This is an optimization exercise on Yosys and OpenROAD, whose aim is small area, not a production implementation. In this exercise RTL edits were held to simulation tests only and were not proved equivalent to the original. No activity file was given, so power comes from the tool's default toggle rates.

$ cat flow/design.v
module cb_lookup (
    input  wire [7:0]  b,
    output wire [11:0] g
);
    wire d0_0 = ~b[3] & ~b[7] & ~b[0];
    wire d0_1 = ~b[3] & ~b[7] & b[0];
    wire d0_2 = ~b[3] & b[7] & ~b[0];
    wire d0_3 = ~b[3] & b[7] & b[0];
    wire d0_4 = b[3] & ~b[7] & ~b[0];
    wire d0_5 = b[3] & ~b[7] & b[0];
    wire d0_6 = b[3] & b[7] & ~b[0];
    wire d0_7 = b[3] & b[7] & b[0];
    wire d1_0 = ~b[5] & ~b[6] & ~b[2];
    wire d1_1 = ~b[5] & ~b[6] & b[2];
    wire d1_2 = ~b[5] & b[6] & ~b[2];
    wire d1_3 = ~b[5] & b[6] & b[2];
    wire d1_4 = b[5] & ~b[6] & ~b[2];
    wire d1_5 = b[5] & ~b[6] & b[2];
    wire d1_6 = b[5] & b[6] & ~b[2];
    wire d1_7 = b[5] & b[6] & b[2];
    wire t114 = ~b[1];
    wire t113 = b[4];
    wire t112 = (~b[4] & ~t114) | (b[4] & t114);
    wire t111 = ~b[4] | (b[4] & ~t114);
    wire t110 = (~b[4] & t114) | b[4];
    wire t109 = (~b[4] & t114);
    wire t108 = ~b[4] | (b[4] & t114);
    wire t107 = (d1_2 & t111) | (d1_3 & t111) | (d1_4 & t112) | (d1_5 & ~t111) | (d1_6 & t111);
    wire t106 = (d1_0 & ~t108) | (d1_3 & ~t111) | (d1_4 & ~t111);
    wire t105 = (d1_2 & ~t110) | (d1_3 & ~t110) | (d1_4 & ~t113) | (d1_5 & ~t108);
    wire t104 = (d1_0 & ~t110) | (d1_1 & ~t114) | (d1_6 & ~t110) | (d1_7 & t112);
    wire t103 = (d1_1 & ~t110) | (d1_5 & ~t110) | (d1_7 & ~t110);
    wire t102 = (d1_2 & ~t110) | (d1_3 & ~t113) | (d1_4 & ~t113) | (d1_5 & ~t110) | (d1_7 & ~t110);
    wire t101 = (d1_1 & t109) | (d1_2 & ~t111) | (d1_3 & ~t111) | (d1_4 & ~t110) | (d1_5 & ~t110);
    wire t100 = (d1_2 & ~t108) | d1_4 | (d1_5 & ~t114) | (d1_6 & t112) | (d1_7 & t109);
    wire t99 = (d1_0 & ~t110) | (d1_1 & ~t112) | (d1_2 & t111) | d1_3 | (d1_4 & ~t109) | (d1_5 & t112) | d1_6 | d1_7;
    wire t98 = (d1_0 & ~t112) | (d1_1 & ~t113) | (d1_2 & t112) | (d1_3 & ~t109) | (d1_4 & t114) | (d1_5 & ~t108) | (d1_6 & t112) | (d1_7 & ~t112);
    wire t97 = (d1_0 & t109) | (d1_1 & ~t112) | (d1_2 & ~t109) | (d1_3 & t112) | (d1_4 & t108) | (d1_5 & ~t112) | (d1_7 & ~t114);
    wire t96 = (d1_0 & t108) | (d1_1 & ~t114) | (d1_2 & ~t112) | (d1_3 & t110) | (d1_4 & t111) | (d1_5 & t108) | (d1_6 & t112) | (d1_7 & ~t109);
    wire t95 = (d1_0 & t112) | (d1_1 & ~t114) | (d1_2 & t112) | (d1_3 & ~t109) | (d1_4 & t108) | (d1_5 & ~t113) | d1_6 | (d1_7 & t111);
    wire t94 = (d1_0 & t110) | (d1_1 & t110) | (d1_2 & ~t113) | (d1_3 & ~t113) | d1_4 | (d1_5 & ~t113) | (d1_6 & ~t113) | (d1_7 & ~t109);
    wire t93 = (d1_1 & ~t112) | (d1_2 & t110) | (d1_3 & t110) | (d1_4 & t111) | (d1_5 & t108) | (d1_6 & ~t112) | (d1_7 & ~t113);
    wire t92 = (d1_0 & t111) | (d1_1 & t110) | (d1_2 & ~t109) | (d1_3 & t108) | d1_4 | (d1_5 & t111) | (d1_6 & t108) | (d1_7 & t110);
    wire t91 = (d1_0 & ~t108) | (d1_2 & ~t111) | (d1_3 & t109) | (d1_4 & ~t108) | (d1_6 & ~t112);
    wire t90 = (d1_0 & ~t110) | (d1_1 & t114) | (d1_2 & ~t113) | (d1_3 & t110) | (d1_4 & t113) | (d1_5 & ~t108) | (d1_7 & ~t108);
    wire t89 = (d1_1 & t111) | (d1_4 & ~t110) | (d1_7 & ~t111);
    wire t88 = (d1_3 & ~t114) | (d1_4 & ~t110) | (d1_6 & t111);
    wire t87 = (d1_1 & ~t110) | (d1_3 & t109) | (d1_5 & t109) | (d1_6 & t113) | (d1_7 & ~t110);
    wire t86 = (d1_0 & t111) | (d1_4 & t110) | (d1_6 & t109) | (d1_7 & t109);
    wire t85 = (d1_0 & ~t114) | (d1_1 & ~t108) | (d1_2 & ~t114) | (d1_3 & ~t110) | (d1_4 & t114) | (d1_5 & ~t108) | (d1_7 & t109);
    wire t84 = (d1_0 & t109) | (d1_2 & ~t114) | (d1_3 & t109) | (d1_6 & ~t108);
    wire t83 = (d1_0 & ~t108) | (d1_1 & t113) | (d1_2 & t110) | (d1_3 & t111) | (d1_4 & t111) | (d1_5 & ~t109) | (d1_6 & ~t112) | (d1_7 & ~t113);
    wire t82 = (d1_0 & t111) | (d1_1 & t108) | (d1_2 & ~t113) | (d1_3 & t110) | (d1_4 & t113) | (d1_5 & ~t114) | (d1_6 & t111) | d1_7;
    wire t81 = (d1_0 & t112) | d1_1 | (d1_2 & ~t114) | (d1_4 & ~t109) | (d1_5 & ~t112) | (d1_6 & t110) | (d1_7 & t110);
    wire t80 = (d1_0 & ~t113) | (d1_1 & t111) | (d1_2 & t114) | (d1_3 & ~t109) | d1_4 | (d1_5 & t110) | d1_6 | (d1_7 & t108);
    wire t79 = (d1_0 & ~t109) | (d1_1 & t112) | (d1_3 & t108) | d1_5 | (d1_6 & t113) | (d1_7 & ~t114);
    wire t78 = (d1_0 & t111) | (d1_2 & ~t108) | (d1_3 & t111) | d1_4 | (d1_5 & ~t109) | (d1_6 & t111) | (d1_7 & t109);
    wire t77 = d1_0 | d1_1 | d1_2 | (d1_3 & ~t109) | d1_4 | (d1_5 & t113) | d1_6 | (d1_7 & t110);
    wire t76 = (d1_0 & t108) | (d1_1 & ~t112) | (d1_2 & ~t109) | (d1_3 & t108) | (d1_4 & t108) | (d1_5 & t108) | (d1_6 & ~t112) | (d1_7 & t113);
    wire t75 = (d1_2 & t109) | (d1_3 & ~t108) | (d1_6 & ~t114) | (d1_7 & ~t108);
    wire t74 = (d1_0 & t109) | (d1_1 & ~t108) | (d1_2 & t109) | (d1_4 & ~t113) | (d1_5 & ~t113) | (d1_6 & ~t110) | (d1_7 & ~t110);
    wire t73 = (d1_0 & t109) | (d1_2 & ~t111) | (d1_3 & ~t108) | (d1_4 & ~t108) | (d1_5 & t109) | (d1_6 & ~t108) | (d1_7 & t109);
    wire t72 = (d1_0 & ~t110) | (d1_3 & t114) | (d1_4 & t109);
    wire t71 = (d1_2 & ~t110) | (d1_4 & ~t111) | (d1_5 & t112) | (d1_6 & ~t114);
    wire t70 = (d1_0 & t113) | (d1_1 & ~t111) | (d1_2 & t113) | (d1_3 & ~t111) | (d1_4 & ~t110) | (d1_7 & ~t110);
    wire t69 = (d1_0 & t108) | (d1_2 & ~t111) | (d1_3 & ~t110) | (d1_6 & t109);
    wire t68 = (d1_1 & ~t114) | (d1_3 & t114) | (d1_5 & t109) | (d1_7 & t112);
    wire t67 = (d1_0 & t110) | (d1_1 & t108) | d1_2 | d1_3 | d1_4 | (d1_5 & t110) | (d1_6 & ~t109) | (d1_7 & ~t108);
    wire t66 = (d1_0 & ~t113) | (d1_1 & ~t108) | d1_2 | (d1_3 & t108) | d1_4 | d1_5 | (d1_6 & ~t113) | (d1_7 & ~t113);
    wire t65 = (d1_0 & t114) | (d1_1 & t114) | (d1_2 & t113) | (d1_3 & t111) | (d1_4 & t111) | (d1_5 & t109) | (d1_6 & ~t109) | (d1_7 & t111);
    wire t64 = (d1_0 & ~t109) | (d1_1 & t111) | (d1_2 & ~t109) | (d1_3 & t114) | (d1_4 & t110) | (d1_5 & ~t113) | (d1_6 & ~t109) | (d1_7 & ~t113);
    wire t63 = (d1_0 & ~t113) | (d1_1 & ~t113) | (d1_2 & ~t109) | (d1_3 & ~t110) | (d1_4 & t108) | (d1_5 & t112) | (d1_6 & ~t109) | (d1_7 & ~t109);
    wire t62 = d1_0 | (d1_1 & t113) | (d1_2 & t110) | (d1_3 & t112) | d1_4 | (d1_5 & ~t108) | (d1_6 & t111) | (d1_7 & t108);
    wire t61 = (d1_0 & t108) | (d1_1 & t113) | d1_2 | (d1_3 & ~t114) | (d1_4 & ~t113) | (d1_5 & ~t112) | (d1_6 & t111) | (d1_7 & t113);
    wire t60 = (d1_0 & ~t109) | d1_1 | (d1_2 & ~t113) | (d1_3 & t114) | (d1_4 & t112) | (d1_5 & ~t112) | (d1_6 & t110) | d1_7;
    wire t59 = (d1_1 & ~t111) | (d1_2 & ~t110) | (d1_3 & ~t111) | (d1_4 & ~t110) | (d1_5 & t109) | (d1_6 & ~t111);
    wire t58 = (d1_1 & ~t110) | (d1_3 & ~t110) | (d1_4 & t114) | (d1_5 & ~t111) | (d1_7 & t110);
    wire t57 = (d1_0 & t109) | (d1_1 & ~t111) | (d1_2 & ~t108) | (d1_7 & ~t113);
    wire t56 = (d1_1 & t114) | (d1_2 & t109) | (d1_4 & t114) | (d1_5 & ~t110) | (d1_6 & t109) | (d1_7 & t109);
    wire t55 = (d1_0 & t112) | (d1_2 & t113) | (d1_5 & ~t114) | (d1_6 & ~t110);
    wire t54 = (d1_0 & t109) | (d1_1 & ~t110) | (d1_3 & t111);
    wire t53 = (d1_1 & ~t109) | (d1_4 & ~t113) | (d1_5 & t113) | (d1_6 & t110) | (d1_7 & ~t110);
    wire t52 = (d1_3 & ~t111) | (d1_4 & ~t111);
    wire t51 = (d1_0 & t110) | (d1_1 & t112) | (d1_2 & ~t109) | (d1_3 & ~t109) | (d1_4 & ~t114) | d1_5 | d1_6 | d1_7;
    wire t50 = (d1_0 & ~t109) | (d1_1 & ~t114) | d1_2 | (d1_3 & ~t109) | (d1_4 & t110) | (d1_5 & ~t111) | (d1_6 & t111) | d1_7;
    wire t49 = (d1_0 & t114) | d1_1 | (d1_2 & ~t112) | d1_3 | (d1_4 & ~t114) | d1_5 | (d1_6 & t109) | (d1_7 & t108);
    wire t48 = (d1_0 & t111) | (d1_1 & t108) | (d1_2 & t114) | (d1_3 & ~t112) | d1_4 | (d1_5 & ~t113) | (d1_6 & t114) | (d1_7 & t110);
    wire t47 = (d1_0 & t112) | (d1_1 & ~t109) | (d1_2 & t113) | (d1_3 & t114) | d1_4 | d1_5 | (d1_6 & t111) | (d1_7 & t112);
    wire t46 = (d1_0 & ~t113) | (d1_1 & ~t113) | (d1_2 & ~t109) | d1_3 | (d1_4 & t108) | (d1_5 & t114) | (d1_6 & ~t110) | (d1_7 & ~t113);
    wire t45 = (d1_0 & t111) | d1_1 | (d1_2 & t112) | (d1_3 & t114) | d1_4 | d1_5 | (d1_6 & t110) | (d1_7 & t111);
    wire t44 = (d1_0 & t112) | (d1_1 & ~t109) | (d1_2 & ~t112) | (d1_3 & t113) | (d1_4 & t113) | (d1_5 & ~t112) | (d1_6 & t114) | (d1_7 & t112);
    wire t43 = (d1_0 & t114) | (d1_1 & ~t108) | (d1_2 & ~t108) | (d1_3 & ~t109) | (d1_4 & ~t114) | (d1_5 & ~t113);
    wire t42 = (d1_0 & ~t110) | (d1_3 & ~t108) | (d1_5 & ~t110) | (d1_7 & t109);
    wire t41 = (d1_3 & t109) | (d1_4 & t109) | (d1_5 & t109) | (d1_7 & t113);
    wire t40 = (d1_2 & ~t108) | (d1_3 & t109) | (d1_4 & t110) | (d1_5 & ~t108) | (d1_6 & ~t108) | (d1_7 & ~t111);
    wire t39 = (d1_0 & t112) | (d1_1 & ~t111) | (d1_2 & t114) | (d1_4 & ~t114) | (d1_6 & t110) | (d1_7 & t111);
    wire t38 = (d1_0 & ~t110) | (d1_1 & ~t108) | (d1_3 & ~t111) | (d1_4 & ~t111) | (d1_5 & ~t108) | (d1_6 & ~t113);
    wire t37 = (d1_0 & t109) | (d1_1 & ~t114) | (d1_3 & t109) | (d1_4 & ~t108) | (d1_6 & ~t110) | (d1_7 & ~t112);
    wire t36 = (d1_0 & ~t108) | (d1_4 & ~t110) | (d1_6 & t109);
    wire t35 = (d1_0 & t108) | (d1_1 & t110) | (d1_2 & ~t112) | d1_3 | (d1_4 & ~t109) | (d1_5 & t108) | d1_6 | (d1_7 & t114);
    wire t34 = (d1_0 & ~t114) | (d1_1 & t114) | (d1_2 & ~t113) | d1_3 | d1_4 | (d1_5 & t108) | (d1_6 & ~t114) | (d1_7 & t110);
    wire t33 = (d1_0 & t110) | (d1_1 & ~t108) | d1_2 | (d1_3 & t111) | (d1_4 & t110) | (d1_5 & t111) | (d1_6 & t109) | (d1_7 & t110);
    wire t32 = (d1_0 & ~t109) | (d1_1 & ~t109) | (d1_2 & ~t109) | (d1_3 & t109) | (d1_4 & t110) | (d1_5 & t113) | (d1_6 & t110) | (d1_7 & t112);
    wire t31 = (d1_0 & ~t109) | (d1_1 & t113) | (d1_2 & t114) | d1_3 | (d1_4 & ~t109) | (d1_5 & t108) | (d1_6 & t110) | d1_7;
    wire t30 = (d1_0 & t111) | (d1_1 & t110) | (d1_2 & t109) | (d1_3 & ~t111) | (d1_4 & t108) | (d1_5 & ~t114) | (d1_6 & t111) | (d1_7 & t109);
    wire t29 = (d1_0 & t114) | (d1_1 & ~t109) | (d1_2 & t109) | (d1_3 & ~t113) | d1_4 | (d1_5 & t114) | (d1_6 & ~t109) | (d1_7 & ~t112);
    wire t28 = d1_0 | (d1_1 & t112) | d1_2 | (d1_3 & t110) | d1_4 | (d1_5 & t109) | d1_6 | (d1_7 & ~t113);
    wire t27 = (d1_0 & ~t112) | (d1_1 & ~t113) | (d1_3 & ~t110) | (d1_7 & t109);
    wire t26 = (d1_0 & t109) | (d1_4 & ~t108) | (d1_6 & t109);
    wire t25 = (d1_0 & ~t108) | (d1_1 & t113) | (d1_4 & ~t108) | (d1_5 & t108) | (d1_6 & t109);
    wire t24 = (d1_0 & ~t113) | (d1_2 & ~t110) | (d1_5 & ~t113) | (d1_7 & ~t108);
    wire t23 = (d1_0 & t109) | (d1_1 & t113) | (d1_4 & t109) | (d1_6 & t109) | (d1_7 & ~t111);
    wire t22 = (d1_1 & ~t108) | (d1_4 & t109);
    wire t21 = (d1_1 & t114) | (d1_2 & ~t108) | (d1_4 & ~t112) | (d1_5 & t109) | (d1_6 & t112) | (d1_7 & ~t111);
    wire t20 = (d1_0 & t114) | (d1_1 & ~t113) | (d1_2 & t112) | (d1_4 & t110) | (d1_5 & t113) | (d1_6 & t114) | (d1_7 & t114);
    wire t19 = d1_0 | d1_1 | (d1_2 & ~t110) | (d1_3 & ~t114) | (d1_4 & ~t114) | (d1_5 & t111) | (d1_6 & t113) | (d1_7 & t109);
    wire t18 = (d1_0 & ~t112) | (d1_1 & ~t113) | (d1_2 & ~t109) | (d1_3 & ~t112) | d1_4 | (d1_5 & ~t114) | (d1_6 & t109) | (d1_7 & t114);
    wire t17 = (d1_0 & ~t114) | (d1_1 & t110) | (d1_2 & t111) | (d1_3 & t113) | (d1_4 & ~t112) | (d1_5 & t108) | (d1_6 & t114) | (d1_7 & t110);
    wire t16 = (d1_0 & t108) | (d1_1 & ~t113) | (d1_2 & t112) | d1_3 | (d1_4 & t110) | (d1_5 & t108) | (d1_6 & t111) | (d1_7 & ~t109);
    wire t15 = (d1_0 & ~t112) | d1_1 | d1_2 | (d1_4 & t111) | (d1_5 & t112) | d1_6 | (d1_7 & t108);
    wire t14 = (d1_0 & ~t113) | d1_1 | (d1_2 & ~t109) | (d1_3 & t110) | (d1_4 & t109) | (d1_5 & ~t111) | (d1_6 & ~t111) | (d1_7 & ~t109);
    wire t13 = (d1_0 & ~t109) | d1_1 | (d1_2 & t111) | (d1_3 & t112) | d1_4 | (d1_5 & ~t112) | (d1_6 & t112) | (d1_7 & t113);
    wire t12 = d1_0 | (d1_1 & t108) | d1_2 | (d1_3 & t109) | d1_4 | (d1_5 & t110) | (d1_6 & t108) | (d1_7 & t110);
    wire t11 = (d0_0 & t100) | (d0_1 & t101) | (d0_2 & t102) | (d0_3 & t103) | (d0_4 & t104) | (d0_5 & t105) | (d0_6 & t106) | (d0_7 & t107);
    wire t10 = (d0_0 & t92) | (d0_1 & t93) | (d0_2 & t94) | (d0_3 & t95) | (d0_4 & t96) | (d0_5 & t97) | (d0_6 & t98) | (d0_7 & t99);
    wire t9 = (d0_0 & t84) | (d0_1 & t85) | (d0_2 & t86) | (d0_3 & t87) | (d0_4 & t88) | (d0_5 & t89) | (d0_6 & t90) | (d0_7 & t91);
    wire t8 = (d0_0 & t76) | (d0_1 & t77) | (d0_2 & t78) | (d0_3 & t79) | (d0_4 & t80) | (d0_5 & t81) | (d0_6 & t82) | (d0_7 & t83);
    wire t7 = (d0_0 & t68) | (d0_1 & t69) | (d0_2 & t70) | (d0_3 & t71) | (d0_4 & t72) | (d0_5 & t73) | (d0_6 & t74) | (d0_7 & t75);
    wire t6 = (d0_0 & t60) | (d0_1 & t61) | (d0_2 & t62) | (d0_3 & t63) | (d0_4 & t64) | (d0_5 & t65) | (d0_6 & t66) | (d0_7 & t67);
    wire t5 = (d0_0 & t52) | (d0_1 & t53) | (d0_2 & t54) | (d0_3 & t55) | (d0_4 & t56) | (d0_5 & t57) | (d0_6 & t58) | (d0_7 & t59);
    wire t4 = (d0_0 & t44) | (d0_1 & t45) | (d0_2 & t46) | (d0_3 & t47) | (d0_4 & t48) | (d0_5 & t49) | (d0_6 & t50) | (d0_7 & t51);
    wire t3 = (d0_0 & t36) | (d0_1 & t37) | (d0_2 & t38) | (d0_3 & t39) | (d0_4 & t40) | (d0_5 & t41) | (d0_6 & t42) | (d0_7 & t43);
    wire t2 = (d0_0 & t28) | (d0_1 & t29) | (d0_2 & t30) | (d0_3 & t31) | (d0_4 & t32) | (d0_5 & t33) | (d0_6 & t34) | (d0_7 & t35);
    wire t1 = (d0_0 & t20) | (d0_1 & t21) | (d0_2 & t22) | (d0_3 & t23) | (d0_4 & t24) | (d0_5 & t25) | (d0_6 & t26) | (d0_7 & t27);
    wire t0 = (d0_0 & t12) | (d0_1 & t13) | (d0_2 & t14) | (d0_3 & t15) | (d0_4 & t16) | (d0_5 & t17) | (d0_6 & t18) | (d0_7 & t19);
    assign g[0] = t0;
    assign g[1] = t1;
    assign g[2] = t2;
    assign g[3] = t3;
    assign g[4] = t4;
    assign g[5] = t5;
    assign g[6] = t6;
    assign g[7] = t7;
    assign g[8] = t8;
    assign g[9] = t9;
    assign g[10] = t10;
    assign g[11] = t11;
endmodule
module cb_rlookup (
    input  wire [11:0] g,
    output wire        hit,
    output wire [7:0]  b
);
    wire z0 = ~g[0];
    wire p0 = g[0] & ~g[1];
    wire m0 = g[1];
    wire z1 = ~g[2];
    wire p1 = g[2] & ~g[3];
    wire m1 = g[3];
    wire z2 = ~g[4];
    wire p2 = g[4] & ~g[5];
    wire m2 = g[5];
    wire z3 = ~g[6];
    wire p3 = g[6] & ~g[7];
    wire m3 = g[7];
    wire z4 = ~g[8];
    wire p4 = g[8] & ~g[9];
    wire m4 = g[9];
    wire z5 = ~g[10];
    wire p5 = g[10] & ~g[11];
    wire m5 = g[11];
    wire e0_0 = z1 & z4;
    wire e0_1 = z1 & p4;
    wire e0_2 = z1 & m4;
    wire e0_3 = p1 & z4;
    wire e0_4 = p1 & p4;
    wire e0_5 = p1 & m4;
    wire e0_6 = m1 & z4;
    wire e0_7 = m1 & p4;
    wire e0_8 = m1 & m4;
    wire t239 = z2 | p2;
    wire t238 = p2;
    wire t237 = p2 | m2;
    wire t236 = (p3 & ~t238);
    wire t235 = z3 | (p3 & ~t237) | (m3 & ~t238);
    wire t234 = z3 | (p3 & ~t238) | m3;
    wire t233 = (z3 & t238) | (p3 & t238) | (m3 & ~t237);
    wire t232 = (z3 & t237) | (p3 & t239) | m3;
    wire t231 = (z3 & ~t238) | (m3 & ~t237);
    wire t230 = (z3 & ~t238) | (p3 & t238) | m3;
    wire t229 = (z3 & t239) | (p3 & ~t239) | (m3 & ~t237);
    wire t228 = (p3 & ~t237) | (m3 & ~t237);
    wire t227 = (z3 & t239) | (p3 & ~t238) | (m3 & t239);
    wire t226 = (z3 & t238) | m3;
    wire t225 = (p3 & ~t239) | (m3 & ~t237);
    wire t224 = (z3 & ~t238) | (p3 & t237) | (m3 & t239);
    wire t223 = z3 | (p3 & t237) | (m3 & ~t238);
    wire t222 = (z3 & ~t237) | (p3 & t238) | (m3 & t239);
    wire t221 = (p3 & ~t238) | (m3 & t238);
    wire t220 = z3 | (p3 & ~t238) | (m3 & ~t237);
    wire t219 = (z3 & ~t239) | (p3 & t237) | (m3 & t237);
    wire t218 = (z3 & ~t239) | (p3 & ~t237) | (m3 & t237);
    wire t217 = (z3 & t238) | (p3 & t239) | (m3 & ~t238);
    wire t216 = (z3 & ~t238) | p3 | m3;
    wire t215 = (z3 & t237) | (p3 & t237);
    wire t214 = (z3 & ~t237) | (p3 & t239);
    wire t213 = z3 | (m3 & t239);
    wire t212 = (z3 & ~t239) | (p3 & t237) | (m3 & ~t238);
    wire t211 = (z3 & ~t238) | (p3 & ~t237) | (m3 & t238);
    wire t210 = (z3 & t237) | (p3 & ~t237) | (m3 & ~t237);
    wire t209 = (z3 & ~t238) | p3 | (m3 & t237);
    wire t208 = (z3 & t237);
    wire t207 = (z3 & t237) | (p3 & ~t238) | (m3 & t237);
    wire t206 = (z3 & ~t239) | (p3 & ~t238) | (m3 & t237);
    wire t205 = (z3 & ~t239) | p3;
    wire t204 = z3 | (p3 & ~t239) | m3;
    wire t203 = (z3 & t237) | (p3 & t237) | (m3 & t239);
    wire t202 = (z3 & ~t239) | (p3 & ~t238) | (m3 & t239);
    wire t201 = (z3 & t238) | (p3 & t239) | m3;
    wire t200 = (z3 & t238) | p3 | (m3 & ~t239);
    wire t199 = (z3 & t238) | (p3 & ~t237) | (m3 & t238);
    wire t198 = (z3 & t238) | (m3 & t238);
    wire t197 = (z3 & t237) | p3 | (m3 & ~t239);
    wire t196 = (z3 & ~t239) | (p3 & t239) | m3;
    wire t195 = (z3 & t237) | (p3 & ~t237) | (m3 & ~t239);
    wire t194 = (z3 & ~t239) | (p3 & ~t239) | (m3 & t237);
    wire t193 = (z3 & ~t237);
    wire t192 = (z3 & t237) | (p3 & t237) | (m3 & ~t237);
    wire t191 = (z3 & ~t237) | (p3 & ~t239) | m3;
    wire t190 = (z3 & t237) | (m3 & t238);
    wire t189 = p3 | (m3 & t239);
    wire t188 = (z3 & t238) | (p3 & ~t239) | (m3 & ~t238);
    wire t187 = (z3 & t237) | (p3 & t238) | (m3 & t239);
    wire t186 = (z3 & ~t238);
    wire t185 = z3 | (p3 & ~t237) | (m3 & t238);
    wire t184 = (z3 & ~t237) | (p3 & t237) | (m3 & ~t237);
    wire t183 = (z3 & t239) | (p3 & t239) | (m3 & ~t238);
    wire t182 = (z3 & t238) | (p3 & t238) | (m3 & t239);
    wire t181 = z3 | p3 | (m3 & t238);
    wire t180 = (z3 & t239) | p3 | (m3 & ~t239);
    wire t179 = (z3 & t239) | p3 | (m3 & ~t238);
    wire t178 = (z3 & t239) | (p3 & ~t238) | m3;
    wire t177 = (z3 & ~t239) | (p3 & ~t237) | (m3 & ~t237);
    wire t176 = z3 | (p3 & ~t237) | (m3 & t237);
    wire t175 = (z3 & ~t238) | (p3 & t237) | m3;
    wire t174 = (z3 & t238) | (p3 & t239);
    wire t173 = (z3 & t239);
    wire t172 = (z3 & ~t237) | p3 | (m3 & t238);
    wire t171 = z3 | p3 | (m3 & t237);
    wire t170 = (z0 & ~t178) | (p0 & ~t207) | (m0 & ~t172);
    wire t169 = (z0 & t175) | (p0 & t207) | m0;
    wire t168 = z0 | (p0 & ~t214) | (m0 & ~t177);
    wire t167 = (z0 & ~t172) | (p0 & ~t214) | m0;
    wire t166 = (z0 & ~t186) | (p0 & ~t173);
    wire t165 = (z0 & t176) | (p0 & ~t184) | (m0 & ~t183);
    wire t164 = (z0 & t216) | (p0 & ~t229) | (m0 & t174);
    wire t163 = (z0 & t177) | (p0 & ~t177);
    wire t162 = (z0 & ~t177) | (p0 & ~t177) | (m0 & ~t172);
    wire t161 = z0 | (p0 & t233) | (m0 & ~t177);
    wire t160 = (z0 & ~t198) | (p0 & t229);
    wire t159 = (z0 & t183) | (p0 & t202) | (m0 & ~t190);
    wire t158 = (z0 & t214) | (p0 & t200) | (m0 & ~t177);
    wire t157 = p0 | (m0 & ~t174);
    wire t156 = (z0 & ~t172) | (p0 & t171);
    wire t155 = (z0 & ~t177) | (p0 & ~t203) | m0;
    wire t154 = (z0 & t177) | (p0 & t173) | (m0 & ~t172);
    wire t153 = (z0 & ~t179) | (p0 & t195) | (m0 & ~t177);
    wire t152 = (z0 & t235) | (p0 & t228) | (m0 & ~t179);
    wire t151 = (z0 & ~t223) | (p0 & t227) | (m0 & ~t179);
    wire t150 = (z0 & t239) | (p0 & ~t190) | (m0 & ~t178);
    wire t149 = (z0 & t209) | p0 | (m0 & ~t172);
    wire t148 = (z0 & ~t197) | (p0 & t181) | (m0 & ~t172);
    wire t147 = (z0 & t172) | (p0 & t215) | (m0 & t178);
    wire t146 = (z0 & t206) | (p0 & t226) | (m0 & ~t178);
    wire t145 = (z0 & t198) | (p0 & t171) | (m0 & ~t204);
    wire t144 = (z0 & t191) | (p0 & t231) | (m0 & t192);
    wire t143 = (z0 & t197) | (p0 & t206) | (m0 & t184);
    wire t142 = (z0 & ~t198) | (p0 & t178) | (m0 & ~t219);
    wire t141 = (z0 & t234) | (p0 & ~t217) | (m0 & t182);
    wire t140 = (z0 & t238) | (p0 & t202) | (m0 & t176);
    wire t139 = (z0 & t199) | (m0 & t188);
    wire t138 = (z0 & ~t175) | (p0 & ~t217);
    wire t137 = (z0 & t225) | (p0 & ~t237) | (m0 & ~t178);
    wire t136 = (z0 & ~t186) | (p0 & ~t222) | m0;
    wire t135 = (z0 & ~t175) | (p0 & ~t227) | (m0 & ~t172);
    wire t134 = (z0 & ~t177) | (p0 & t206) | (m0 & t179);
    wire t133 = (z0 & t224) | (p0 & ~t197) | (m0 & ~t172);
    wire t132 = (z0 & t200) | (p0 & t198) | (m0 & ~t239);
    wire t131 = (z0 & t223) | (p0 & t229) | (m0 & ~t174);
    wire t130 = z0 | (p0 & t224) | (m0 & ~t173);
    wire t129 = (z0 & t222) | (p0 & ~t196) | (m0 & ~t172);
    wire t128 = (z0 & ~t177) | (p0 & t197) | (m0 & t198);
    wire t127 = (z0 & t180) | (p0 & t196) | (m0 & t233);
    wire t126 = (z0 & t195) | (p0 & ~t197) | (m0 & ~t172);
    wire t125 = (z0 & ~t217) | (p0 & t194) | (m0 & ~t187);
    wire t124 = (z0 & ~t212) | p0 | (m0 & ~t229);
    wire t123 = (z0 & t221) | (p0 & t215) | (m0 & ~t176);
    wire t122 = (z0 & ~t175) | (p0 & t193) | (m0 & ~t192);
    wire t121 = (z0 & t192) | (p0 & ~t174) | (m0 & t233);
    wire t120 = (z0 & t220) | (p0 & ~t222) | (m0 & ~t172);
    wire t119 = (z0 & t219) | (p0 & t191) | (m0 & t204);
    wire t118 = (z0 & ~t226) | (p0 & t196) | (m0 & t177);
    wire t117 = (z0 & t191) | (p0 & t218) | (m0 & t174);
    wire t116 = (z0 & t216) | (p0 & t217) | (m0 & ~t225);
    wire t115 = (z0 & t231) | (p0 & t232) | (m0 & t178);
    wire t114 = (z0 & t178) | (p0 & ~t190) | (m0 & t192);
    wire t113 = (z0 & ~t217) | (p0 & t215) | (m0 & ~t182);
    wire t112 = (z0 & t177) | (p0 & t214) | (m0 & ~t222);
    wire t111 = (z0 & ~t203) | (p0 & ~t184) | (m0 & ~t202);
    wire t110 = (z0 & ~t222) | (p0 & t172) | (m0 & t178);
    wire t109 = (z0 & ~t175) | (p0 & t174) | (m0 & t177);
    wire t108 = (z0 & t213) | (p0 & t230);
    wire t107 = (z0 & t181) | (p0 & t204) | (m0 & ~t175);
    wire t106 = (z0 & t220) | (p0 & ~t183);
    wire t105 = (z0 & t190) | (p0 & t194) | (m0 & t175);
    wire t104 = (z0 & t213) | (p0 & t189) | (m0 & ~t172);
    wire t103 = (z0 & t188) | (p0 & ~t187) | (m0 & ~t182);
    wire t102 = (z0 & ~t196) | (p0 & t187) | m0;
    wire t101 = (z0 & ~t201) | (p0 & t186) | (m0 & ~t172);
    wire t100 = (z0 & t211) | (p0 & t212) | (m0 & t210);
    wire t99 = (z0 & t239) | (p0 & t210) | (m0 & t175);
    wire t98 = (z0 & ~t184) | (p0 & t209) | m0;
    wire t97 = (z0 & t196) | (p0 & t193) | m0;
    wire t96 = (z0 & ~t174) | (p0 & t208) | (m0 & ~t172);
    wire t95 = (z0 & t171) | (p0 & ~t203) | m0;
    wire t94 = (z0 & t207) | (p0 & t185) | (m0 & t204);
    wire t93 = (z0 & t239) | (p0 & t206);
    wire t92 = (z0 & ~t205) | (p0 & ~t201) | m0;
    wire t91 = (z0 & t205) | (p0 & t180) | (m0 & t182);
    wire t90 = (z0 & ~t172) | (p0 & t184) | (m0 & t220);
    wire t89 = (z0 & t204) | (p0 & t183) | (m0 & t192);
    wire t88 = (z0 & t203) | (p0 & t182) | (m0 & t239);
    wire t87 = (z0 & t202) | (p0 & t181) | (m0 & ~t190);
    wire t86 = (z0 & t239) | (p0 & t180) | (m0 & ~t174);
    wire t85 = (z0 & t178) | (p0 & t179) | (m0 & t174);
    wire t84 = (z0 & t176) | (p0 & t177) | (m0 & t201);
    wire t83 = (z0 & t174) | (p0 & t175) | (m0 & t237);
    wire t82 = (z0 & t171) | (p0 & t172) | (m0 & t173);
    wire t81 = (z5 & ~t83) | (p5 & ~t122);
    wire t80 = (z5 & ~t82) | (p5 & t104) | m5;
    wire t79 = (z5 & ~t156) | (p5 & ~t88) | (m5 & t90);
    wire t78 = (z5 & t170) | (p5 & ~t127) | (m5 & ~t83);
    wire t77 = (z5 & t236) | (p5 & t93) | (m5 & ~t90);
    wire t76 = (z5 & ~t108) | (p5 & ~t108);
    wire t75 = (z5 & t103) | (p5 & ~t122) | (m5 & t90);
    wire t74 = (z5 & t124) | (p5 & ~t184) | m5;
    wire t73 = (z5 & ~t101) | (p5 & ~t94) | (m5 & t83);
    wire t72 = (z5 & t87) | (p5 & ~t165);
    wire t71 = (z5 & ~t123) | (p5 & t141);
    wire t70 = (z5 & t120) | (p5 & t170) | m5;
    wire t69 = (z5 & t115) | (p5 & t236);
    wire t68 = (z5 & ~t94) | (p5 & t146) | m5;
    wire t67 = (z5 & ~t89) | (p5 & ~t158);
    wire t66 = (z5 & ~t83) | (p5 & ~t121);
    wire t65 = (z5 & t91) | (p5 & ~t218) | m5;
    wire t64 = (z5 & ~t113) | (p5 & t160) | (m5 & t83);
    wire t63 = (z5 & t155) | (p5 & t156) | (m5 & t143);
    wire t62 = (z5 & ~t168) | (p5 & t159) | (m5 & t88);
    wire t61 = (z5 & t166) | (p5 & t118) | (m5 & t132);
    wire t60 = (z5 & ~t153) | (p5 & t158) | (m5 & t120);
    wire t59 = (z5 & ~t104) | (p5 & t165) | (m5 & t105);
    wire t58 = (z5 & t158) | (p5 & t112) | (m5 & ~t114);
    wire t57 = (z5 & ~t140) | (p5 & t96) | (m5 & ~t84);
    wire t56 = (z5 & t131) | (p5 & t157) | (m5 & ~t112);
    wire t55 = (z5 & t117) | (p5 & ~t159) | (m5 & t82);
    wire t54 = (z5 & t127) | (p5 & t151) | (m5 & t102);
    wire t53 = (z5 & ~t123) | (p5 & t126) | (m5 & ~t145);
    wire t52 = (z5 & t118) | (p5 & ~t105) | (m5 & ~t96);
    wire t51 = (z5 & ~t128) | (p5 & t164) | (m5 & t115);
    wire t50 = (z5 & ~t160) | (p5 & t94) | (m5 & t83);
    wire t49 = (z5 & ~t164) | (p5 & t139) | (m5 & t126);
    wire t48 = (z5 & ~t152) | (p5 & t110) | (m5 & t84);
    wire t47 = (z5 & ~t177) | (p5 & t109) | (m5 & t82);
    wire t46 = (z5 & t145) | (p5 & t150) | (m5 & ~t84);
    wire t45 = (z5 & t163) | (p5 & t149) | (m5 & ~t84);
    wire t44 = (z5 & t154) | (p5 & t95) | (m5 & ~t113);
    wire t43 = (z5 & t162) | (p5 & t148) | (m5 & t97);
    wire t42 = (z5 & t161) | (p5 & t147) | (m5 & ~t88);
    wire t41 = (z5 & t153) | (p5 & t94) | (m5 & t127);
    wire t40 = (z5 & t123) | (p5 & t119) | m5;
    wire t39 = (z5 & ~t108) | (p5 & t146) | (m5 & t90);
    wire t38 = (z5 & ~t103) | (p5 & ~t116) | (m5 & ~t129);
    wire t37 = (z5 & t117) | (p5 & t152) | (m5 & t87);
    wire t36 = (z5 & t116) | (p5 & ~t100) | (m5 & ~t94);
    wire t35 = (z5 & t115) | (p5 & t151) | (m5 & ~t101);
    wire t34 = (z5 & t114) | (p5 & t121);
    wire t33 = (z5 & t113) | (p5 & t124) | (m5 & t102);
    wire t32 = (z5 & t108) | (p5 & t93) | (m5 & t184);
    wire t31 = (z5 & t112) | (p5 & t132) | (m5 & ~t106);
    wire t30 = (z5 & t137) | (p5 & t107) | (m5 & t165);
    wire t29 = (z5 & t145) | (p5 & t106) | (m5 & ~t120);
    wire t28 = (z5 & t144) | (p5 & t105) | (m5 & t85);
    wire t27 = (z5 & t143) | (p5 & t104) | (m5 & t111);
    wire t26 = (z5 & t142) | (p5 & t103) | (m5 & t93);
    wire t25 = (z5 & t141) | (p5 & t102) | (m5 & ~t114);
    wire t24 = (z5 & t140) | (p5 & t101) | (m5 & t119);
    wire t23 = (z5 & t111) | (p5 & t92) | (m5 & t93);
    wire t22 = (z5 & t138) | (p5 & t139) | (m5 & ~t110);
    wire t21 = (z5 & t135) | (p5 & t136) | (m5 & t137);
    wire t20 = (z5 & ~t184) | (p5 & t133) | (m5 & t134);
    wire t19 = (z5 & t130) | (p5 & t131) | (m5 & t132);
    wire t18 = (z5 & t128) | (p5 & t129) | (m5 & ~t125);
    wire t17 = (z5 & t125) | (p5 & t126) | (m5 & t127);
    wire t16 = (z5 & t122) | (p5 & t123) | (m5 & t124);
    wire t15 = (z5 & t119) | (p5 & t120) | (m5 & t121);
    wire t14 = (z5 & t100) | (p5 & t91) | (m5 & t169);
    wire t13 = (z5 & t99) | (p5 & t90) | (m5 & t168);
    wire t12 = (z5 & t98) | (p5 & t89) | (m5 & t167);
    wire t11 = (z5 & t88) | (p5 & t85) | (m5 & t97);
    wire t10 = (z5 & t87) | (p5 & t84) | (m5 & t96);
    wire t9 = (z5 & t83) | (p5 & t82) | (m5 & t86);
    wire t8 = (e0_0 & t46) | (e0_1 & t38) | (e0_2 & t79) | (e0_3 & t30) | (e0_4 & t22) | (e0_5 & t63) | (e0_6 & t72) | (e0_7 & t64) | (e0_8 & ~t23);
    wire t7 = (e0_0 & t45) | (e0_1 & t37) | (e0_2 & t78) | (e0_3 & t29) | (e0_4 & t21) | (e0_5 & t61) | (e0_6 & t71) | (e0_7 & t62) | (e0_8 & t41);
    wire t6 = (e0_0 & t44) | (e0_1 & t36) | (e0_2 & t77) | (e0_3 & t28) | (e0_4 & t20) | (e0_5 & t59) | (e0_6 & t70) | (e0_7 & t60) | (e0_8 & ~t78);
    wire t5 = (e0_0 & t43) | (e0_1 & t35) | (e0_2 & t76) | (e0_3 & t27) | (e0_4 & t19) | (e0_5 & t57) | (e0_6 & t69) | (e0_7 & t58) | (e0_8 & t81);
    wire t4 = (e0_0 & t42) | (e0_1 & t34) | (e0_2 & t63) | (e0_3 & t26) | (e0_4 & t18) | (e0_5 & t55) | (e0_6 & t68) | (e0_7 & t56) | (e0_8 & ~t32);
    wire t3 = (e0_0 & t41) | (e0_1 & t33) | (e0_2 & t75) | (e0_3 & t25) | (e0_4 & t17) | (e0_5 & t53) | (e0_6 & t67) | (e0_7 & t54) | (e0_8 & ~t61);
    wire t2 = (e0_0 & t40) | (e0_1 & t32) | (e0_2 & t74) | (e0_3 & t24) | (e0_4 & t16) | (e0_5 & t51) | (e0_6 & t66) | (e0_7 & t52) | (e0_8 & ~t44);
    wire t1 = (e0_0 & t39) | (e0_1 & t31) | (e0_2 & t73) | (e0_3 & t23) | (e0_4 & t15) | (e0_5 & t49) | (e0_6 & t65) | (e0_7 & t50) | (e0_8 & t80);
    wire t0 = (e0_0 & t12) | (e0_1 & t10) | (e0_2 & t47) | (e0_3 & t11) | (e0_4 & t9) | (e0_5 & t13) | (e0_6 & t48) | (e0_7 & t14) | (e0_8 & ~t144);
    assign b[0] = t1;
    assign b[1] = t2;
    assign b[2] = t3;
    assign b[3] = t4;
    assign b[4] = t5;
    assign b[5] = t6;
    assign b[6] = t7;
    assign b[7] = t8;
    assign hit = t0;
endmodule
module balance_step (
    input  wire [11:0] g,
    output wire        pos,
    output wire        neg
);
    integer k;
    reg signed [3:0] sum;
    always @* begin
        sum = 4'sd0;
        for (k = 0; k < 6; k = k + 1)
            if (g[2*k])
                sum = g[2*k+1] ? sum - 4'sd1 : sum + 4'sd1;
    end
    assign pos = (sum > 4'sd0);
    assign neg = sum[3];
endmodule
module codec8b6t (
    input  wire        clk,
    input  wire        rst,         
    input  wire        in_valid,
    input  wire [2:0]  in_op,
    input  wire        in_first,    
    input  wire [7:0]  in_byte,
    input  wire [11:0] in_group,
    input  wire        in_dc,
    input  wire [1:0]  in_stream,
    output wire        out_valid,
    output wire [11:0] out_group,
    output wire [7:0]  out_byte,
    output wire        out_hit,
    output wire [1:0]  out_weight,
    output wire        out_dc,
    output wire [1:0]  out_stream,
    output wire [2:0]  out_bal
);
    wire op_enc = (in_op == 3'b000);
    wire op_dec = (in_op == 3'b001);
    wire op_inv = (in_op == 3'b110);
    wire op_bal = (in_op == 3'b111);
    wire frame  = ~in_op[2] & ~in_op[1];         
    reg  [2:0] dc;
    reg  [1:0] last;
    reg        valid_q;
    reg  [11:0] res_g;      
    reg         res_f;      
    wire [2:0] dc_cur = in_first ? 3'b000 : dc;
    wire [1:0] enc_s  = (in_first | last[1]) ? 2'd0 : {last[0], ~last[0]};
    wire [1:0] frame_s = in_op[0] ? in_stream : enc_s;
    wire       dc_s   = frame_s[1] ? dc_cur[2] : frame_s[0] ? dc_cur[1] : dc_cur[0];
    wire [11:0] cw;
    cb_lookup u_lookup (.b(in_byte), .g(cw));
    wire [11:0] g = (~in_op[2] & ~in_op[0]) ? cw : in_group;
    wire pos, neg;
    balance_step u_weight (.g(g), .pos(pos), .neg(neg));
    wire dcb    = op_bal ? in_dc : dc_s;
    wire inv_bal = neg | (pos & dcb);
    wire inv_sel = op_inv | ((frame | op_bal) & inv_bal);
    wire dc_out = ~neg & (pos ? ~dcb : dcb);
    reg [11:0] g_out;
    integer k;
    always @*
        for (k = 0; k < 6; k = k + 1) begin
            g_out[2*k]   = g[2*k];
            g_out[2*k+1] = g[2*k+1] ^ (inv_sel & g[2*k]);
        end
    wire       rl_hit;
    wire [7:0] rl_byte;
    cb_rlookup u_rlookup (.g(g_out), .hit(rl_hit), .b(rl_byte));
    wire miss = in_op[0] & ~in_op[1] & ~in_op[2] ? (pos & dc_s) : neg;
    wire hit  = rl_hit & ~miss;
    wire sel_byte = in_op[0] & ~in_op[2];         
    wire sel_w    = in_op[2] & ~in_op[1];         
    wire [11:0] res_g_n = {g_out[11:10],
                           sel_w ? {neg, pos | neg} : g_out[9:8],
                           sel_byte ? rl_byte : g_out[7:0]};
    wire res_f_n = (in_op[2] & in_op[1]) ? dc_out : hit;
    assign out_valid  = valid_q;
    assign out_group  = res_g;
    assign out_byte   = res_g[7:0];
    assign out_weight = res_g[9:8];
    assign out_hit    = res_f;
    assign out_dc     = res_f;
    assign out_stream = last;
    assign out_bal    = dc;
    always @(posedge clk) begin
        res_g <= res_g_n;
        res_f <= res_f_n;
        if (rst) begin
            valid_q <= 1'b0;
            dc      <= 3'b000;
            last    <= 2'd2;
        end else begin
            valid_q <= in_valid;
            if (in_valid & frame) begin
                dc[0] <= (frame_s == 2'd0) ? dc_out : dc_cur[0];
                dc[1] <= (frame_s == 2'd1) ? dc_out : dc_cur[1];
                dc[2] <= frame_s[1]        ? dc_out : dc_cur[2];
                if (op_enc)
                    last <= enc_s;
                else if (in_first)
                    last <= 2'd2;
            end
        end
    end
endmodule
$ cat flow/flow/run.sh
#!/bin/bash
# Own layout flow: the standard synthesis with an area-only ABC mapping
# script (flow/synth.tcl, flow/area.abc), then the standard layout steps.
set -euo pipefail
W=$(pwd)
R=$W/orfs/results/$FLOW_PLATFORM/codec8b6t/base
export FLOW_FLOW_DIR=$W/flow
make -C "$FLOW_HOME" DESIGN_CONFIG=$W/config.mk WORK_HOME=$W/orfs CLKGATE_MAP_FILE= \
  SYNTH_SCRIPT=$W/flow/synth.tcl $R/1_2_yosys.v > synth.log 2>&1
bash standard.sh > layout.log 2>&1
$ cat flow/flow/area.abc
strash; &get -n; &dc2; &dch -f; &nf -R 1000; &put; topo
$ cat flow/flow/synth.tcl
# The standard synthesis (synth_recipe.tcl), with one change: the final
# technology mapping runs flow/area.abc, an area-only ABC script, in place of
# ORFS's speed script. Registers, their cells and names are unchanged.
proc synth {args} { yosys synth -nofsm -noshare {*}$args }
proc abc {args} {
  set i [lsearch -exact $args -script]
  if {$i >= 0} { lset args [expr {$i + 1}] $::env(FLOW_FLOW_DIR)/area.abc }
  set j [lsearch -exact $args -D]
  if {$j >= 0} { set args [lreplace $args $j [expr {$j + 1}]] }
  yosys abc {*}$args
}
# no full/half-adder extraction: ABC maps that logic with the rest
proc extract_fa {args} {}
source $::env(SCRIPTS_DIR)/synth.tcl
# left out here: clear keep_hierarchy, flatten, clean up, hide names made inside functions, write 1_2_yosys.v
$ cat flow/standard.sh
#!/bin/bash
# synth_recipe.tcl (not shown) runs the flow's synth.tcl, then flattens the netlist and writes it again
# the make line also repeats each setting of config.mk as NAME=value (left out here)
make -C /OpenROAD-flow-scripts/flow DESIGN_CONFIG=/design/flow/config.mk WORK_HOME=/design/flow/orfs CLKGATE_MAP_FILE= SYNTH_SCRIPT=/design/flow/synth_recipe.tcl "${@:-finish}"
$ cat flow/config.mk
export PLATFORM = sky130hd
export DESIGN_NAME = codec8b6t
export DESIGN_NICKNAME = codec8b6t
export VERILOG_FILES = /design/flow/design.v
export SDC_FILE = /design/flow/constraint.sdc
export NUM_CORES = 4
export LEC_CHECK = 0
export CAP_MARGIN = 20
export CORE_MARGIN = 2
export CORE_UTILIZATION = 55
export GPL_TIMING_DRIVEN = 0
export PLACE_DENSITY = 0.65
export SLEW_MARGIN = 20
$ cat flow/constraint.sdc
create_clock -name core_clock -period 15.0 [get_ports {clk}]
set_input_delay 3.0000 -clock core_clock [delete_from_list [all_inputs] [get_ports {clk}]]
set_output_delay 3.0000 -clock core_clock [all_outputs]
set_load 0.01 [all_outputs]
==> summary.txt, run 1 <==
sequential fraction of the synthesis area 5.97%; number of global-route vias before repair 11000; GRT Overall Usage 61.0%; IO buf count 59; Synth warnings 2; Post-synth EDFFs 0; CTS Buffer Depth 2; CTS HTree Levels 1; ys async rst share 0%; Routability Congestion 1.23; failing step global routing (5_1_grt); Post-synth top flop dfxtp_1; Num CTS Buffers 3; largest net degree at the start of global routing 42; most instantiated cells after synthesis 217 x nor2_1, 193 x nand2_1, 149 x a21oi_1, 82 x o21ai_0, 61 x a31oi_1; Die Ht 112 microns; synthesized cell area 6370 sq um; initial core utilization 56.1%; error msg [ERROR GRT-0116] Global routing finished with congestion. Check the congestion regions in the DRC Viewer.; Synth cell types 57; syn nets 1176; IO Pins 60; DP Wirelength 26100 microns; top-count cell post-synth nor2_1; CTS sink count 19; Synth top area share 12.8%; gr ovfl total 10; Die Wd 112 microns; Clock Tree Root clkbuf_16; number of hold buffers added after CTS 0; post-CTS setup buffers 0; first-pass GRT wire length 60600 microns; Rows 39; synthesized area per cell 5.56 sq um; Synth Register Bits 19; status aborted with a tool error; Yosys top cell by area nor2_1; Area contributors post-synth nor2_1 13%, a21oi_1 12%, nand2_1 11%; synthesized instance count 1146
through the flow:
stage / util, % / worst slack [ns] / std cells / TNS (ns) / cell area [sq um]
4_1_cts: 65.6 / 0.333 / 1362 / 0 / 7460
3_5_place_dp: 64.8 / -0.956 / 1358 / -6.76 / 7370
3_3_place_gp: 62.8 / -4.84 / 1348 / -41.90 / 7140
2_1_floorplan: - / 1.49 / 1146 / 0 / 6370
power by group through the flow:
stage               Sequential (mW)  Combinational, mW  Clock, mW
global placement             0.0680              0.738          0
CTS                          0.0676              0.758     0.0571
floorplan                    0.0740              0.481          0
detailed placement           0.0686              0.755          0
metal layers:
layer / track usage, % / GRT overflow
met3: 46.7 / 0
met1: 62.1 / 0
met5: 9.41 / 0
met2: 78.0 / 3
met4: 56.4 / 7
how the worst max path moves through the flow:
stage | from | endpoint | slack (ns) | cells past startpoint
CTS | in_byte[4] | res_f$_DFF_P_ | 0.33 | 46
detailed placement | in_byte[4] | res_f$_DFF_P_ | -0.96 | 45
global placement | in_byte[1] | res_g[0]$_DFF_P_ | -4.84 | 45
floorplan | in_byte[1] | res_f$_DFF_P_ | 1.49 | 44
repair_timing:
| item | 4_1_cts |
|---|---|
| hold endpoints to repair | 0 |
| resized for setup | 5 |
| endpoints found under the setup margin | 9 |
cells by family after synthesis:
family | count (synthesis) | share of synthesized area (%)
fa+ha+maj | 1 | 0.157
compound gates | 457 | 44.6
buf+inv | 23 | 2.00
simple gates | 622 | 43.9
xor+xnor | 20 | 2.75
flops | 19 | 5.97
mux | 4 | 0.648
==> inputs of run 2 (changes only) <==
--- a/flow/config.mk
+++ b/flow/config.mk
@@ -7,7 +7,7 @@
 export LEC_CHECK = 0
 export CAP_MARGIN = 20
 export CORE_MARGIN = 2
-export CORE_UTILIZATION = 55
+export CORE_UTILIZATION = 35
 export GPL_TIMING_DRIVEN = 0
-export PLACE_DENSITY = 0.65
+export PLACE_DENSITY = 0.5
 export SLEW_MARGIN = 20
==> run 2 against run 1 <==
  * Synthesized cell count stayed put
  * The run now finishes clean
  * Synthesized area did not move
==> summary.txt, run 2 <==
Die Ht 139 microns (+24%); CP Data Required Time 15.11 ns; P&R area growth vs syn 20.4%; Least-Margin Pin Slew 1.22 ns; n_diodes 0; first-pass GRT wire length 62700 microns; status no timing/DRC/antenna violations; GRT Overall Usage 41.3%; top-count cell post-synth nor2_1; most common cell after layout, fill and taps aside nor2_1; Peak supply drop 0.102 mV; post-CTS setup buffers 0 (unchanged); leading cell types in the layout, fill and taps excluded 212 x nor2_1, 189 x nand2_1, 149 x a21oi_1, 79 x o21ai_0, 61 x a31oi_1; compound-gate portion of the synthesized area 44.6% (unchanged); leakage 2.69 nW; CTS sink count 19 (unchanged); f_max 0.0685 GHz; Fin. Hold Viols 0; Synth cell types 57 (unchanged); crit path time final 14.59 ns; CTS Buffer Depth 2 (unchanged); Yosys top cell by area nor2_1; multiplexer share of the synthesized area 0.648% (unchanged); CTS tree done; post-layout util 42.9%; Clock Pin Slew Worst Setup and Hold Paths 0.05 ns; post-cts sizing count 2 (-3); Detailed Routing Iterations Pass 1 12; vias after detailed routing 11200; synthesized instance count 1146 (unchanged); Crit path largest cell delay 1.04 ns; DRC Markers 0; largest net degree at the start of global routing 34; sequential fraction of the synthesis area 5.97% (unchanged); Rows 49 (+26%); Post-synth top flop dfxtp_1; DP Wirelength 31100 microns (+19%); Worst EP arrival 14.70 ns; gr ovfl total 0; initial antenna violation count 0; CP max-delay cell a211oi_1; most instantiated cells after synthesis 217 x nor2_1, 193 x nand2_1, 149 x a21oi_1, 82 x o21ai_0, 61 x a31oi_1; area of the core 17900 sq um; CP Launch Type primary input; Post-synth EDFFs 0 (unchanged); Internal 367 uW; number of hold buffers added after CTS 0 (unchanged); die area 19300 sq um; Num CTS Buffers 3 (unchanged); CTS HTree Levels 1 (unchanged); synthesized cell area 6370 sq um (unchanged); Reg power frac 6.7%; vias per inst 7.75; Logic pwr share 87.8%; combinational family with the most area after synthesis compound AO/OA/AOI/OAI gates; syn nets 1176 (unchanged); synthesized area per cell 5.56 sq um (unchanged); Post-DRT Antenna Nets 0; PD cells 130 nW/um^2; kind of critical path in2reg; Post-Synth XOR/XNOR Area 2.75% (unchanged); initial core utilization 35.6% (-20 points); # Max-Cap Violations 0; max FFs per register 12; clock skew 0.00320 ns; Synth warnings 2 (unchanged); worst hold slack 0.465 ns; Final #Nets 1252; Tcrit/Tclk final 97.3%; layout cells sized above 1 4.91%; ys async rst share 0% (unchanged); DRT Wirelength 42500 microns; Top reg by flops res_g; Synth top area share 12.8% (unchanged); sw frac 63.2%; IO buf count 59 (unchanged); Synth Register Bits 19 (unchanged); Non-Filler Instances 1450; Post-Synth Simple-Gate Area 43.9% (unchanged); Final Worst Setup Slack 0.405 ns; IO Pins 60 (unchanged); wire length per cell 29.3 microns; Critical Path End Type register; Placed Area 7540 sq um (+2.3%); sw power 629 uW; Routability Congestion 1.14 (-8.1%); Die Wd 139 microns (+24%); clock latency (worst-skew pair) 0.25 ns; clock power share 5.5%; Clock Tree Root clkbuf_16; post-route cell area 7680 sq um; Worst Hold Class reg2reg; Slew headroom 17.6%; final setup fails 0; Final Slew Violations 0; crit path max fanout 33; worst slack, placed -0.880 ns (+0.0763 ns); initial drt markers 3051; Placed Cells 1446 (+6.5%); Area contributors post-synth nor2_1 13%, a21oi_1 12%, nand2_1 11%; number of global-route vias before repair 10100; post-synthesis adder-cell area fraction 0.157% (unchanged); biggest regs res_g x12, dc x3, last x2
[run 2: cell counts after synthesis]
No cell type changed its count.
[run 2: path summary, 6_finish.rpt]
| path | cells after the start | slack [ns] | end | startpoint |
|---|---|---|---|---|
| setup / recovery | 43 | 0.41 | res_g[3]$_DFF_P_ | in_byte[4] |
| hold / removal | 2 | 0.46 | dc[0]$_SDFFE_PP0P_ | dc[0]$_SDFFE_PP0P_ |
| setup reg to reg | 19 | 9.14 | res_g[3]$_DFF_P_ | last[1]$_SDFFE_PP1P_ |
| hold reg to reg | 2 | 0.46 | dc[0]$_SDFFE_PP0P_ | dc[0]$_SDFFE_PP0P_ |
[run 2: power groups by stage]
stage / registers (mW) / logic, mW / clock network, mW
after floorplan: 0.0740 / 0.481 / 0
after global placement: 0.0678 / 0.792 / 0
after detailed placement: 0.0683 / 0.792 / 0
after CTS: 0.0673 / 0.795 / 0.0562
after global routing: 0.0690 / 0.892 / 0.0570
final: 0.0670 / 0.874 / 0.0547
[run 2: worst max-delay path, delay by kind of cell]
kind	cells	cell delay, ns
xor+xnor	6	1.28
compound gates	20	6.25
buf+inv	4	0.82
simple gates	13	3.32
[run 2: layer usage]
layer / global-route usage [%] / up-vias / share of wire [%]
li1: - / 4582 / -
met1: 54.8 / 5037 / 37
met2: 54.1 / 1278 / 36
met3: 23.7 / 343 / 20
met4: 16.9 / 0 / 6.8
met5: 0 / - / 0
[run 2: per-stage QoR]
stage	TNS (ns)	power (mW)
2_1_floorplan	0	0.555
3_3_place_gp	-53.95	0.860
3_5_place_dp	-6.40	0.860
4_1_cts	0	0.918
5_1_grt	-0.00321	1.02
6_report	0	0.996
[run 2: cell type report]
cell class	instances	area, sq um
Fill cell	2072	10200
Clock inverter	1	5.00
Timing Repair Buffer	71	767
Sequential cell	19	380
Clock buffer	3	75.1
Inverter	12	47.5
Multi-Input combinational cell	1104	6030
Buffer	11	82.6
Tap cell	229	287
[run 2: cells by family (layout without fill, tap and decap cells)]
group | Yosys count | count (layout)
buf+inv | 23 | 98
mux | 4 | 4
flops | 19 | 19
fa+ha+maj | 1 | 1
xor+xnor | 20 | 20
simple gates | 622 | 622
compound gates | 457 | 457

## port drivers added, routing unchanged
In the flow no input, the clock included, has a driving cell. The finished layout below was timed again as built, in two steps. Step 1 (the two cells are an assumption about what drives the block):
set clk [get_ports {clk}]
set_driving_cell -lib_cell sky130_fd_sc_hd__clkbuf_16 $clk
set_driving_cell -lib_cell sky130_fd_sc_hd__buf_2 [delete_from_list [all_inputs] $clk]
Step 2 moves the port delays by t, midway between the first and last clock arrival at a register: inputs arrive t later, outputs are due t later. That takes back most of the time a late clock gives input paths. Slacks: ideal / step 1 / step 2; pairs: ideal / step 1.
run: run 2
t, ns: 0.280
slack for setup (ns): 0.405 / 0.404 / 0.124
worst register clock-pin slew, ns: 0.05 / 0.05
worst slew at a driven data input, ns: 0.06
After both steps setup and hold are still met in run 2. For run 2, drivers alone change the setup slack by -0.001 ns; drivers and shift together by -0.281 ns.
